From an optimization exercise on the open Yosys and OpenROAD flow, aimed at a short achievable clock period and few clock cycles per item; shortcuts taken in it are not production practice. In this exercise RTL edits were held to simulation tests only and were not proved equivalent to the original. Power figures rest on the tool's default switching activity, not on a simulated workload.

==> design/flow/run.sh <==
#!/bin/bash
# synth_recipe.tcl (not shown) runs the flow's synth.tcl, then flattens the netlist and writes it again
# the make line also repeats each setting of config.mk as NAME=value (left out here)
make -C /OpenROAD-flow-scripts/flow DESIGN_CONFIG=/design/flow/config.mk WORK_HOME=/design/flow/orfs CLKGATE_MAP_FILE= SYNTH_SCRIPT=/design/flow/synth_recipe.tcl finish
==> design/flow/config.mk <==
export PLATFORM = sky130hd
export DESIGN_NAME = cpu32_core
export DESIGN_NICKNAME = cpu32_core
export VERILOG_FILES = /design/flow/design.v
export SDC_FILE = /design/flow/constraint.sdc
export NUM_CORES = 4
export LEC_CHECK = 0
export CAP_MARGIN = 20
export CORE_MARGIN = 2
export CORE_UTILIZATION = 40
export SLEW_MARGIN = 20
==> design/flow/constraint.sdc <==
create_clock -name core_clock -period 10.0 [get_ports {clk}]
set_input_delay 2.0000 -clock core_clock [delete_from_list [all_inputs] [get_ports {clk}]]
set_output_delay 2.0000 -clock core_clock [all_outputs]
set_load 0.01 [all_outputs]
==> design/flow/design.v <==
module cpu32_core (
    input  wire        clk,
    input  wire        rst,
    output reg         mem_valid,
    output reg         mem_we,
    output reg  [9:0]  mem_addr,
    output reg  [31:0] mem_wdata,
    input  wire        mem_ready,
    input  wire [31:0] mem_rdata,
    output reg         io_valid,
    output reg  [1:0]  io_op,
    output reg  [31:0] io_wdata,
    input  wire        io_ready,
    input  wire [1:0]  io_rkind,
    input  wire [31:0] io_rdata,
    output reg         retire,
    output wire [2:0]  status,
    output wire [31:0] reg_a,
    output wire [31:0] reg_b,
    output wire [31:0] reg_c,
    output wire [31:0] reg_d,
    output wire [31:0] ip,
    output wire [6:0]  stk_size
);
    localparam integer MEM_CELLS = 1024;
    localparam integer STACK_CAP = 64;
    localparam integer BOTTOM    = MEM_CELLS - 1;
    localparam integer ROOF      = MEM_CELLS - STACK_CAP;
    localparam [2:0] ST_OK       = 3'd0;
    localparam [2:0] ST_HALTED   = 3'd1;
    localparam [2:0] ST_ILL_INSN = 3'd2;
    localparam [2:0] ST_ILL_OPND = 3'd3;
    localparam [2:0] ST_BAD_ADDR = 3'd4;
    localparam [2:0] ST_BAD_STK  = 3'd5;
    localparam [2:0] ST_DIV_ZERO = 3'd6;
    localparam [2:0] ST_IO_ERR   = 3'd7;
    localparam [4:0] OP_NOP = 5'd0,  OP_HALT = 5'd1,  OP_ADD  = 5'd2,  OP_SUB  = 5'd3;
    localparam [4:0] OP_MUL = 5'd4,  OP_DIV  = 5'd5,  OP_INC  = 5'd6,  OP_DEC  = 5'd7;
    localparam [4:0] OP_LOOP = 5'd8, OP_MOVR = 5'd9,  OP_LOAD = 5'd10, OP_STORE = 5'd11;
    localparam [4:0] OP_IN  = 5'd12, OP_GET  = 5'd13, OP_OUT  = 5'd14, OP_PUT  = 5'd15;
    localparam [4:0] OP_SWAP = 5'd16, OP_PUSH = 5'd17, OP_POP = 5'd18;
    localparam [1:0] IO_IN_TOKEN = 2'd0, IO_IN_BYTE = 2'd1, IO_OUT_DEC = 2'd2, IO_OUT_BYTE = 2'd3;
    localparam [1:0] RK_VALUE = 2'd0, RK_EOI = 2'd1, RK_MALFORMED = 2'd2;
    localparam [3:0] S_FETCH   = 4'd0;    
    localparam [3:0] S_OPC     = 4'd1;    
    localparam [3:0] S_RD1     = 4'd2;    
    localparam [3:0] S_OPND1   = 4'd3;    
    localparam [3:0] S_RD2     = 4'd4;    
    localparam [3:0] S_OPND2   = 4'd5;    
    localparam [3:0] S_EXEC    = 4'd6;    
    localparam [3:0] S_DIV     = 4'd7;    
    localparam [3:0] S_MEMRD   = 4'd8;    
    localparam [3:0] S_MEMDATA = 4'd9;    
    localparam [3:0] S_MEMWR   = 4'd10;   
    localparam [3:0] S_IO      = 4'd11;   
    localparam [3:0] S_STOP    = 4'd12;   
    reg [31:0] x [0:3];
    reg [31:0] ip_q;
    reg [2:0]  status_q;
    reg [6:0]  size_q;        
    wire [9:0] top = (size_q == 7'd0) ? BOTTOM[9:0] : (BOTTOM[9:0] - {3'd0, size_q} + 10'd1);
    assign status   = status_q;
    assign reg_a    = x[0];
    assign reg_b    = x[1];
    assign reg_c    = x[2];
    assign reg_d    = x[3];
    assign ip       = ip_q;
    assign stk_size = size_q;
    reg [3:0]  state;
    reg [4:0]  opc;
    reg [31:0] o1;
    reg [31:0] o2;
    reg [31:0] mdata;         
    wire [1:0] width = (opc == OP_NOP || opc == OP_HALT) ? 2'd1 :
                       (opc == OP_MOVR || opc == OP_LOAD || opc == OP_STORE || opc == OP_SWAP) ? 2'd3 :
                       2'd2;
    wire has_r1 = !(opc == OP_NOP || opc == OP_HALT || opc == OP_LOOP);
    wire has_r2 = (opc == OP_SWAP);
    wire r1_ok = (o1[31:2] == 30'd0);
    wire r2_ok = (o2[31:2] == 30'd0);
    wire [1:0] r1 = o1[1:0];
    wire [1:0] r2 = o2[1:0];
    wire [31:0] v1 = x[r1];
    wire [31:0] v2 = x[r2];
    wire ip_ok = !ip_q[31] && (ip_q < ROOF);
    wire [31:0] ip_last = ip_q + {30'd0, width} - 32'd1;
    wire opnd_in_image = (ip_last < MEM_CELLS);
    wire opc_cell_ok = (mem_rdata[31:5] == 27'd0) && (mem_rdata[4:0] <= 5'd18);
    wire signed [33:0] d_plus_num = {{2{x[3][31]}}, x[3]} + {{2{o2[31]}}, o2};
    wire signed [33:0] frame_sum  = {24'd0, top} + d_plus_num;
    wire frame_ok = (size_q != 7'd0) && !d_plus_num[33] && (frame_sum <= BOTTOM);
    wire [9:0] frame_addr = frame_sum[9:0];
    wire [9:0] push_addr = BOTTOM[9:0] - {3'd0, size_q};
    wire push_ok = (size_q != STACK_CAP[6:0]);
    wire [31:0] add_res = x[0] + v1;
    wire [31:0] sub_res = x[0] - v1;
    wire [31:0] mul_res = x[0] * v1;
    reg [31:0] div_rem;
    reg [31:0] div_quo;
    reg [31:0] div_den;
    reg [5:0]  div_cnt;
    reg        div_neg;
    wire [32:0] div_trial = {div_rem, div_quo[31]} - {1'b0, div_den};
    wire [31:0] a_mag = x[0][31] ? (32'd0 - x[0]) : x[0];
    wire [31:0] b_mag = v1[31] ? (32'd0 - v1) : v1;
    wire [31:0] div_res = div_neg ? (32'd0 - div_quo) : div_quo;
    always @(posedge clk) begin
        if (rst) begin
            x[0]      <= 32'd0;
            x[1]      <= 32'd0;
            x[2]      <= 32'd0;
            x[3]      <= 32'd0;
            ip_q      <= 32'd0;
            status_q  <= ST_OK;
            size_q    <= 7'd0;
            state     <= S_FETCH;
            retire    <= 1'b0;
            mem_valid <= 1'b0;
            mem_we    <= 1'b0;
            io_valid  <= 1'b0;
        end else begin
            retire <= 1'b0;
            case (state)
                S_FETCH: begin
                    if (status_q != ST_OK) begin
                        state <= S_STOP;
                    end else if (!ip_ok) begin
                        status_q <= ST_BAD_ADDR;
                        retire   <= 1'b1;
                        state    <= S_STOP;
                    end else if (mem_valid && mem_ready) begin
                        mem_valid <= 1'b0;
                        state     <= S_OPC;
                    end else begin
                        mem_valid <= 1'b1;
                        mem_we    <= 1'b0;
                        mem_addr  <= ip_q[9:0];
                    end
                end
                S_OPC: begin
                    opc <= mem_rdata[4:0];
                    if (!opc_cell_ok) begin
                        status_q <= ST_ILL_INSN;
                        retire   <= 1'b1;
                        state    <= S_STOP;
                    end else if (mem_rdata[4:0] == OP_NOP || mem_rdata[4:0] == OP_HALT) begin
                        state <= S_EXEC;
                    end else begin
                        state <= S_RD1;
                    end
                end
                S_RD1: begin
                    if (!opnd_in_image) begin
                        status_q <= ST_BAD_ADDR;
                        retire   <= 1'b1;
                        state    <= S_STOP;
                    end else if (mem_valid && mem_ready) begin
                        mem_valid <= 1'b0;
                        state     <= S_OPND1;
                    end else begin
                        mem_valid <= 1'b1;
                        mem_we    <= 1'b0;
                        mem_addr  <= ip_q[9:0] + 10'd1;
                    end
                end
                S_OPND1: begin
                    o1    <= mem_rdata;
                    state <= (width == 2'd3) ? S_RD2 : S_EXEC;
                end
                S_RD2: begin
                    if (mem_valid && mem_ready) begin
                        mem_valid <= 1'b0;
                        state     <= S_OPND2;
                    end else begin
                        mem_valid <= 1'b1;
                        mem_we    <= 1'b0;
                        mem_addr  <= ip_q[9:0] + 10'd2;
                    end
                end
                S_OPND2: begin
                    o2    <= mem_rdata;
                    state <= S_EXEC;
                end
                S_EXEC: begin
                    if ((has_r1 && !r1_ok) || (has_r2 && !r2_ok)) begin
                        status_q <= ST_ILL_OPND;
                        retire   <= 1'b1;
                        state    <= S_STOP;
                    end else begin
                        retire <= 1'b1;
                        ip_q   <= ip_q + {30'd0, width};
                        state  <= S_FETCH;
                        case (opc)
                            OP_NOP: ;
                            OP_HALT: begin
                                status_q <= ST_HALTED;
                                state    <= S_STOP;
                            end
                            OP_ADD: x[0] <= add_res;
                            OP_SUB: x[0] <= sub_res;
                            OP_MUL: x[0] <= mul_res;
                            OP_DIV: begin
                                retire <= 1'b0;
                                ip_q   <= ip_q;
                                if (v1 == 32'd0) begin
                                    status_q <= ST_DIV_ZERO;
                                    retire   <= 1'b1;
                                    state    <= S_STOP;
                                end else begin
                                    div_rem <= 32'd0;
                                    div_quo <= a_mag;
                                    div_den <= b_mag;
                                    div_neg <= x[0][31] ^ v1[31];
                                    div_cnt <= 6'd32;
                                    state   <= S_DIV;
                                end
                            end
                            OP_INC: x[r1] <= v1 + 32'd1;
                            OP_DEC: x[r1] <= v1 - 32'd1;
                            OP_LOOP: begin
                                if (x[2] != 32'd0) ip_q <= o1;
                            end
                            OP_MOVR: x[r1] <= o2;
                            OP_SWAP: begin
                                x[r1] <= v2;
                                x[r2] <= v1;
                            end
                            OP_LOAD, OP_POP: begin
                                retire <= 1'b0;
                                ip_q   <= ip_q;
                                if ((opc == OP_LOAD) ? !frame_ok : (size_q == 7'd0)) begin
                                    status_q <= ST_BAD_STK;
                                    retire   <= 1'b1;
                                    state    <= S_STOP;
                                end else begin
                                    mem_addr <= (opc == OP_LOAD) ? frame_addr : top;
                                    state    <= S_MEMRD;
                                end
                            end
                            OP_STORE, OP_PUSH: begin
                                retire <= 1'b0;
                                ip_q   <= ip_q;
                                if ((opc == OP_STORE) ? !frame_ok : !push_ok) begin
                                    status_q <= ST_BAD_STK;
                                    retire   <= 1'b1;
                                    state    <= S_STOP;
                                end else begin
                                    mem_addr  <= (opc == OP_STORE) ? frame_addr : push_addr;
                                    mem_wdata <= v1;
                                    state     <= S_MEMWR;
                                end
                            end
                            OP_IN, OP_GET, OP_OUT, OP_PUT: begin
                                retire <= 1'b0;
                                ip_q   <= ip_q;
                                if (opc == OP_PUT && v1[31:8] != 24'd0) begin
                                    status_q <= ST_ILL_OPND;
                                    retire   <= 1'b1;
                                    state    <= S_STOP;
                                end else begin
                                    io_op    <= (opc == OP_IN)  ? IO_IN_TOKEN :
                                                (opc == OP_GET) ? IO_IN_BYTE  :
                                                (opc == OP_OUT) ? IO_OUT_DEC  : IO_OUT_BYTE;
                                    io_wdata <= v1;
                                    state    <= S_IO;
                                end
                            end
                            default: ;
                        endcase
                    end
                end
                S_DIV: begin
                    if (div_cnt == 6'd0) begin
                        x[0]   <= div_res;
                        ip_q   <= ip_q + 32'd2;
                        retire <= 1'b1;
                        state  <= S_FETCH;
                    end else begin
                        if (!div_trial[32]) begin
                            div_rem <= div_trial[31:0];
                            div_quo <= {div_quo[30:0], 1'b1};
                        end else begin
                            div_rem <= {div_rem[30:0], div_quo[31]};
                            div_quo <= {div_quo[30:0], 1'b0};
                        end
                        div_cnt <= div_cnt - 6'd1;
                    end
                end
                S_MEMRD: begin
                    if (mem_valid && mem_ready) begin
                        mem_valid <= 1'b0;
                        state     <= S_MEMDATA;
                    end else begin
                        mem_valid <= 1'b1;
                        mem_we    <= 1'b0;
                    end
                end
                S_MEMDATA: begin
                    if (opc == OP_LOAD) begin
                        x[r1]  <= mem_rdata;
                        ip_q   <= ip_q + 32'd3;
                        retire <= 1'b1;
                        state  <= S_FETCH;
                    end else begin
                        mdata     <= mem_rdata;
                        mem_wdata <= 32'd0;
                        state     <= S_MEMWR;
                    end
                end
                S_MEMWR: begin
                    if (mem_valid && mem_ready) begin
                        mem_valid <= 1'b0;
                        mem_we    <= 1'b0;
                        retire    <= 1'b1;
                        state     <= S_FETCH;
                        case (opc)
                            OP_STORE: ip_q <= ip_q + 32'd3;
                            OP_PUSH: begin
                                size_q <= size_q + 7'd1;
                                ip_q   <= ip_q + 32'd2;
                            end
                            default: begin   
                                size_q <= size_q - 7'd1;
                                x[r1]  <= mdata;
                                ip_q   <= ip_q + 32'd2;
                            end
                        endcase
                    end else begin
                        mem_valid <= 1'b1;
                        mem_we    <= 1'b1;
                    end
                end
                S_IO: begin
                    if (io_valid && io_ready) begin
                        io_valid <= 1'b0;
                        if ((io_op == IO_IN_TOKEN) && (io_rkind == RK_MALFORMED)) begin
                            status_q <= ST_IO_ERR;
                            retire   <= 1'b1;
                            state    <= S_STOP;
                        end else begin
                            if (io_op == IO_IN_TOKEN || io_op == IO_IN_BYTE) begin
                                if (io_rkind == RK_EOI) begin
                                    x[2]  <= 32'd0;
                                    x[r1] <= 32'hFFFF_FFFF;
                                end else if (io_op == IO_IN_BYTE) begin
                                    x[r1] <= {24'd0, io_rdata[7:0]};
                                end else begin
                                    x[r1] <= io_rdata;
                                end
                            end
                            ip_q   <= ip_q + 32'd2;
                            retire <= 1'b1;
                            state  <= S_FETCH;
                        end
                    end else begin
                        io_valid <= 1'b1;
                    end
                end
                default: begin   
                    mem_valid <= 1'b0;
                    io_valid  <= 1'b0;
                end
            endcase
        end
    end
endmodule
==> results.json <==
{
  "yosysUniqueCellTypes": 89,
  "setup_violations": 0,
  "clockRootBuffer": "clkbuf_16",
  "drive_gt1_share_pct": 6.666,
  "synth_cells": 5746,
  "crit_type": "reg2reg",
  "max-cap-violations": 0,
  "fmax_mhz": 108.8,
  "synth_top_family_by_area": "adder cells",
  "cts_max_path_buffers": 3,
  "fin_worst_skew_ps": 49.20,
  "fp.coreArea_um2": 125700,
  "fin_total_pwr_w": 0.01096,
  "io_pins": 320,
  "vias": 46990,
  "h-tree-depth": 2,
  "synth_compound_area_share_pct": 15.49,
  "ys_warn_count": 1,
  "hold_path_class": "reg2reg",
  "required_ps": 10370,
  "fp.dieW_um": 360.0,
  "die_h_um": 360.0,
  "num_rows": 130,
  "gp_congestion": 0.9656,
  "wl_per_cell_um": 28.03,
  "vias_per_cell": 6.183,
  "syn_to_final_growth_pct": 13.71,
  "first_pass_iters": 6,
  "tightest_slew_ps": 1136,
  "synth_edf_count": 408,
  "synthXorXnorAreaFrac_pct": 6.408,
  "synth-async-reset-ratio_pct": 0,
  "critPathBufInv": 3,
  "synth_ff_type": "edfxtp_1",
  "grt_use_total_pct": 32.24,
  "path_max_fanout": 21,
  "synthMuxAreaShare_pct": 3.346,
  "critPathLaunchType": "flop",
  "synthSimpleGateAreaFrac_pct": 18.25,
  "syn-cell-area_um2": 50700,
  "period_share_pct": 91.89,
  "clock_sinks": 462,
  "dieArea_um2": 129600,
  "max-vdd-ir-drop_v": 0.0002917,
  "powerDensity_nw_per_um2": 190.1,
  "insertion_delay_ps": 660,
  "grt-ovfl-total": 0,
  "crit_top_cell": "fa_1",
  "antenna_found_initial": 14,
  "cts_buffers": 52,
  "max_stage_delay_ps": 840,
  "cts-hold-fix-buffers": 0,
  "synth.most_common_cell": "nand2_1",
  "synth.largest_area_cell": "edfxtp_1",
  "critPathTopFamily": "adder cells",
  "arrival_ps": 9560,
  "grt_max_degree": 71,
  "period_needed_ps": 9189,
  "cts_resized": 0,
  "nets": 6658,
  "dr.first_iter.drc_count": 6034,
  "grt_setup_unrepaired": "no",
  "cts_tree": "built",
  "drc_errors": 0,
  "grt_pass1_wl_um": 311100,
  "grt_pass1_vias": 44790,
  "ant_nets": 0,
  "hold_violations": 0,
  "synthAdderAreaFrac_pct": 23.15,
  "synth-seq-cells": 462,
  "status": "finished clean",
  "postCtsSetupRepairBufs": 0,
  "avgSynthCellArea_um2": 8.824,
  "initial_core_util_pct": 40.33,
  "yosys.area.top_type_share_pct": 24.16,
  "synth_area_leaders": "edfxtp_1, fa_1, ha_1",
  "maxSlewViolCount": 0,
  "leakage_nw": 23.23,
  "fill_cells": 12220,
  "port_buffers": 319,
  "clkSlewWorstSetupHoldPaths_ps": 80,
  "wl_um": 213000,
  "cp_slowest_cell": "mux4_2",
  "hpwl_um": 162000,
  "endpoint_kind": "flop",
  "tns_ps": 0,
  "slew_headroom_pct": 23.08,
  "syn-num-nets": 6505,
  "ys_seq_area_share_pct": 26.29,
  "synth_commonest_cells": "nand2_1, inv_1, fa_1"
}
==> sequential cells by signal, indices dropped and copies added (netlist names), 32 cells and up, named ones only <==
register,cells
x,128
mem_wdata,32
o2,32
io_wdata,32
mdata,32
o1,32
div_den,32
ip_q,32
div_quo,32
div_rem,32
==> per-layer routing <==
layer  vias up  share of wire [%]  track usage, %  routed length [µm]
met2      3000                 42           46.95               88980
li1      20200                  -               -                   -
met4        14                4.6           12.37                9836
met1     23240                 41           44.33               86470
met5         -               0.11          0.7769                 241
met3       530                 13           10.29               27480
==> cells in the final DEF, fill, tap and decap left out, drive strengths merged, types with 25 or more instances in the layout <==
cell / n
a21o: 56
nor3: 104
and2: 154
o21ai: 322
buf: 155
o31ai: 43
nor2: 338
a211oi: 68
or4: 28
fa: 415
nand4: 52
clkbuf: 58
xor2: 160
o21a: 55
nand3: 114
ha: 274
edfxtp: 408
dfxtp: 54
nand2b: 49
nor4: 55
o221ai: 25
nand2: 875
xnor2: 211
clkdlybuf4s50: 318
and3: 42
mux4: 62
o22ai: 37
a31oi: 45
o211ai: 71
nor2b: 58
or3: 56
a21oi: 260
inv: 573
==> metrics by stage <==
stage,hold WS [ps],util (%),instance area [µm²],worst slack (ps),cells
after floorplan,514.4,-,50700,1216,5746
after detailed placement,519.0,44.36,55770,888.2,7494
after global routing,552.4,45.84,57640,209.2,7591
after global placement,509.0,44.35,55760,994.1,7493
after CTS,529.3,45.82,57620,841.9,7590
final,532.6,45.86,57660,811.3,7599
==> worst min-delay path: stages, from the launching register on <==
cell     delay, ps
dfxtp_1        350
o21ai_0         80
a21oi_1         60
==> power by group <==
| part | leakage (nW) | internal, W | switching [W] |
|---|---|---|---|
| clock | 0.871 | 0.00122 | 0.000945 |
| combinational | 18.1 | 0.00261 | 0.00384 |
| sequential | 4.22 | 0.00220 | 0.000145 |
==> kinds of logic after synthesis <==
| logic type | Yosys count |
|---|---|
| adders and majority gates | 689 |
| DFF | 462 |
| AOI/OAI and AO/OA | 1207 |
| and+or+nand+nor | 1982 |
| buffers and inverters | 944 |
| xor gates and xnor gates | 371 |
| muxes | 91 |
==> layout make-up <==
cell class / count / area [µm²] / area share (%)
diodes: 8 / 20.02 / 0.03472
clock buffers: 58 / 1345 / 2.333
clock inverters: 38 / 499.2 / 0.8659
inverters: 570 / 2140 / 3.711
multi-input cells: 4340 / 33890 / 58.78
flip-flops and latches: 462 / 13340 / 23.13
well taps: 1650 / 2064 / 3.581
repair buffers: 473 / 4360 / 7.563
==> path summary, 6_finish.rpt <==
| kind | start | end | slack (ps) | cells after the start |
|---|---|---|---|---|
| hold reg to reg | status_q[2] | status_q[2] | 530 | 2 |
| setup / recovery | flop | x[0][30] | 810 | 26 |
| hold / removal | status_q[2] | status_q[2] | 530 | 2 |
| setup reg to reg | flop | x[0][30] | 810 | 26 |
Testbench counts, summed over its fixed seeds: cycles 194,789, steps 22,112.

## re-timing with driven ports
How much do the figures lean on ideal ports? The routed layout below was timed once more, with nothing changed but the port constraints. Step 1, drivers: a clkbuf_16 drives clk and a buf_2 each remaining input, both assumed. Step 2 times the ports against the registers' clock, not the clock port: input delays grow and output delays shrink by t, the midpoint of the rising clock arrivals with the driver on. Three values: ideal, step 1, step 2; two values: the first two.
t, ns: 0.710
slack for setup (ns): 0.811 / 0.811 / 0.811
slew at the worst register clock pin (ns): 0.08 / 0.08
After both steps this run still meets setup and hold. The setup slack of this run moves by 0.000 ns with the drivers and by 0.000 ns with both steps.
